Background: an optimization exercise with open tools, aiming at small area. Do not read the settings as production practice.
Only simulation tests tie the RTL to the original design; equivalence was not proved.
Power and IR drop assume default switching activity.

maple:
==> flow/design.v (excerpt) <==
module xbee_rx (
    input  wire        clk,
    input  wire        rst,             
    input  wire        in_valid,
    output wire        in_ready,
    input  wire [7:0]  in_op,           
    input  wire [7:0]  in_arg,          
    output reg         out_valid,
    input  wire        out_ready,
    output reg  [1:0]  out_kind,        
    output reg  [3:0]  out_code,        
    output wire [63:0] out_src64,
    output wire [15:0] out_src16,
    output wire [7:0]  out_options,
    output wire [15:0] out_length,
    output wire [7:0]  out_checksum,
    output reg  [8:0]  out_data_len,
    input  wire [7:0]  rd_addr,
    output wire [7:0]  rd_data
);
Size: roughly 2200 flip-flops, ~170 I/O pins, ~75000 µm² of cells after synthesis.
==> flow/config.mk <==
export PLATFORM = sky130hd
export DESIGN_NAME = xbee_rx
export DESIGN_NICKNAME = xbee_rx
export VERILOG_FILES = /design/flow/design.v
export SDC_FILE = /design/flow/constraint.sdc
export NUM_CORES = 4
export LEC_CHECK = 0
export CAP_MARGIN = 0
export CORE_MARGIN = 2
export CORE_UTILIZATION = 60
export CTS_CLUSTER_DIAMETER = 80
export CTS_CLUSTER_SIZE = 24
export PLACE_DENSITY = 0.7
export SLEW_MARGIN = 0
export SYNTH_HIERARCHICAL = 1
==> flow/constraint.sdc <==
create_clock -name core_clock -period 14.0 [get_ports {clk}]
set_input_delay 2.8000 -clock core_clock [delete_from_list [all_inputs] [get_ports {clk}]]
set_output_delay 2.8000 -clock core_clock [all_outputs]
set_load 0.01 [all_outputs]
run.sh (not shown) runs the stock make flow with config.mk's settings and CLKGATE_MAP_FILE= SYNTH_SCRIPT=/design/flow/synth_recipe.tcl, a recipe that flattens the netlist after the stock synthesis.
maple: full flow OK, the timing, design-rule and antenna checks passed
The following lists how sierra was set up differently from maple:
Settings: CTS_CLUSTER_DIAMETER now 100, was 80; CORE_UTILIZATION now 80, was 60; GPL_TIMING_DRIVEN now 0, previously not set; SLEW_MARGIN now 12, was 0; PLACE_DENSITY now 0.88, was 0.7; CTS_CLUSTER_SIZE now 30, was 24; CAP_MARGIN now 12, was 0.
==> flow/flow/run.sh (new file) <==
#!/bin/bash
set -euo pipefail
export BUFFER_PORTS_ARGS="-buffer_cell sky130_fd_sc_hd__buf_1"
bash standard.sh > standard.log 2>&1
==> flow/standard.sh (new file) <==
#!/bin/bash
# synth_recipe.tcl (not shown) runs the flow's synth.tcl, then flattens the netlist and writes it again
# the make line also repeats each setting of config.mk as NAME=value (left out here)
make -C /OpenROAD-flow-scripts/flow DESIGN_CONFIG=/design/flow/config.mk WORK_HOME=/design/flow/orfs CLKGATE_MAP_FILE= SYNTH_SCRIPT=/design/flow/synth_recipe.tcl "${@:-finish}"
removed: flow/run.sh
Compared sierra vs maple, and total routing resource utilization after global routing is up in sierra. Final critical path time including I/O delays and setup is lower on sierra. Max relative area of clock buffers and inverters in the final design across maple and sierra: maple.
#### Input delta (pepper over sierra)
Settings: CTS_CLUSTER_SIZE: 30 -> 33; CAP_MARGIN: 12 -> 8; PLACE_DENSITY: 0.88 -> 0.8; CORE_UTILIZATION: 80 -> 70; SLEW_MARGIN: 12 -> 8.
### Flow results
To summarise pepper: no stage aborted, but the layout did not pass its checks, failing on max-capacitance violations, max-slew violations.
Every stage of the flow completed for sierra, and the final layout passed the timing, design-rule and antenna checks.
Per the comparison of pepper with sierra, number of global-route vias before repair has decreased; routed wire length has decreased; count of multi-input combinational gates has remained practically unchanged; clock-buffer cell count has decreased; floorplan die height has increased.
Fmax: pepper vs sierra, no meaningful difference
Number of buffers inserted during clock tree synthesis shrinks by a little under 10% when moving from sierra to pepper.
Against sierra, final critical path time including I/O delays and setup in pepper came out worse.
sierra -> pepper: number of storage elements in the synthesis netlist delta 0, exact match
Modified inputs, quartz compared to pepper
Settings: CORE_UTILIZATION now 60, was 70; SLEW_MARGIN now 15, was 8; CAP_MARGIN now 15, was 8; CTS_CLUSTER_SIZE now 30, was 33; PLACE_DENSITY now 0.7, was 0.8.
[summary]
The flow did not stop early for quartz: all stages ran, and the layout cleared the timing, design-rule and antenna checks.
NOTE: total instance count after detailed placement in quartz exceeds that of pepper
In quartz relative to pepper, final RePlAce weighted congestion had gone down by a few percent.
The die of quartz is larger than the one used in pepper.
Lower final design utilization goes to quartz over pepper.
Of quartz and pepper, pepper shows the lower routed wire length, with quartz above it.
Between quartz and pepper, logic depth of the worst register-to-register path is higher for quartz, pepper comes in under that.
Summary of quartz over pepper: relative contribution of the clock network to total power has increased, final worst-path setup slack has increased.
Comparing quartz and pepper, the higher global-route wire length before repair is on quartz.
Changes in amber relative to quartz:
Settings: a change of SLEW_MARGIN from 15 to 0; a change of CAP_MARGIN from 15 to 0.
Results
Final-layout fill cell count: higher on amber. Taking quartz as the reference point, the power density over cell area of amber rises by 0.45 nW/µm². On time the final worst path needs with I/O delays and setup: amber sits above quartz. amber: all stages done; final checks FAILED (max-capacitance violations, max-slew violations). Summary of amber over quartz: non-clock buffer count saw a decrease; number of tap cells inserted saw little to no change; cell area saw a decrease; worst hold slack saw little to no change; reported net switching power saw an increase. Delta (amber minus quartz): total number of vias flat; simple-gate share of the synthesized area flat. Comparing quartz against amber, there is no change at all in instance count along the most critical hold path.

## static timing again, ports no longer ideal
How much do the figures lean on ideal ports? The routed layouts below were timed once more, with nothing changed but the port constraints.
Step 1 (the two cells are an assumption about what drives the block):
set clk [get_ports {clk}]
set_driving_cell -lib_cell sky130_fd_sc_hd__clkbuf_16 $clk
set_driving_cell -lib_cell sky130_fd_sc_hd__buf_2 [delete_from_list [all_inputs] $clk]
Step 2 adds t to the input delays and takes it off the output delays; t is the mean of the earliest and latest rising clock arrival at the registers after step 1. Input paths then give back, and output paths get back, about the clock's delay inside the block.
Three values: no drivers, after step 1, after step 2; two values: the first two.
| run | t (ns) | setup slack, ns | worst setup path at the end |
|---|---|---|---|
| maple | 0.815 | 2.489 / 2.466 / 2.466 | input to output |
| sierra | 0.791 | 2.551 / 2.513 / 2.513 | input to output |
| pepper | 0.791 | 2.540 / 2.486 / 2.486 | input to output |
| quartz | 0.776 | 3.372 / 3.326 / 3.326 | input to output |
| amber | 0.792 | 2.830 / 2.795 / 2.795 | input to output |
The setup slack of pepper, which loses most, moves by -0.054 ns with the drivers and by -0.054 ns with both steps.
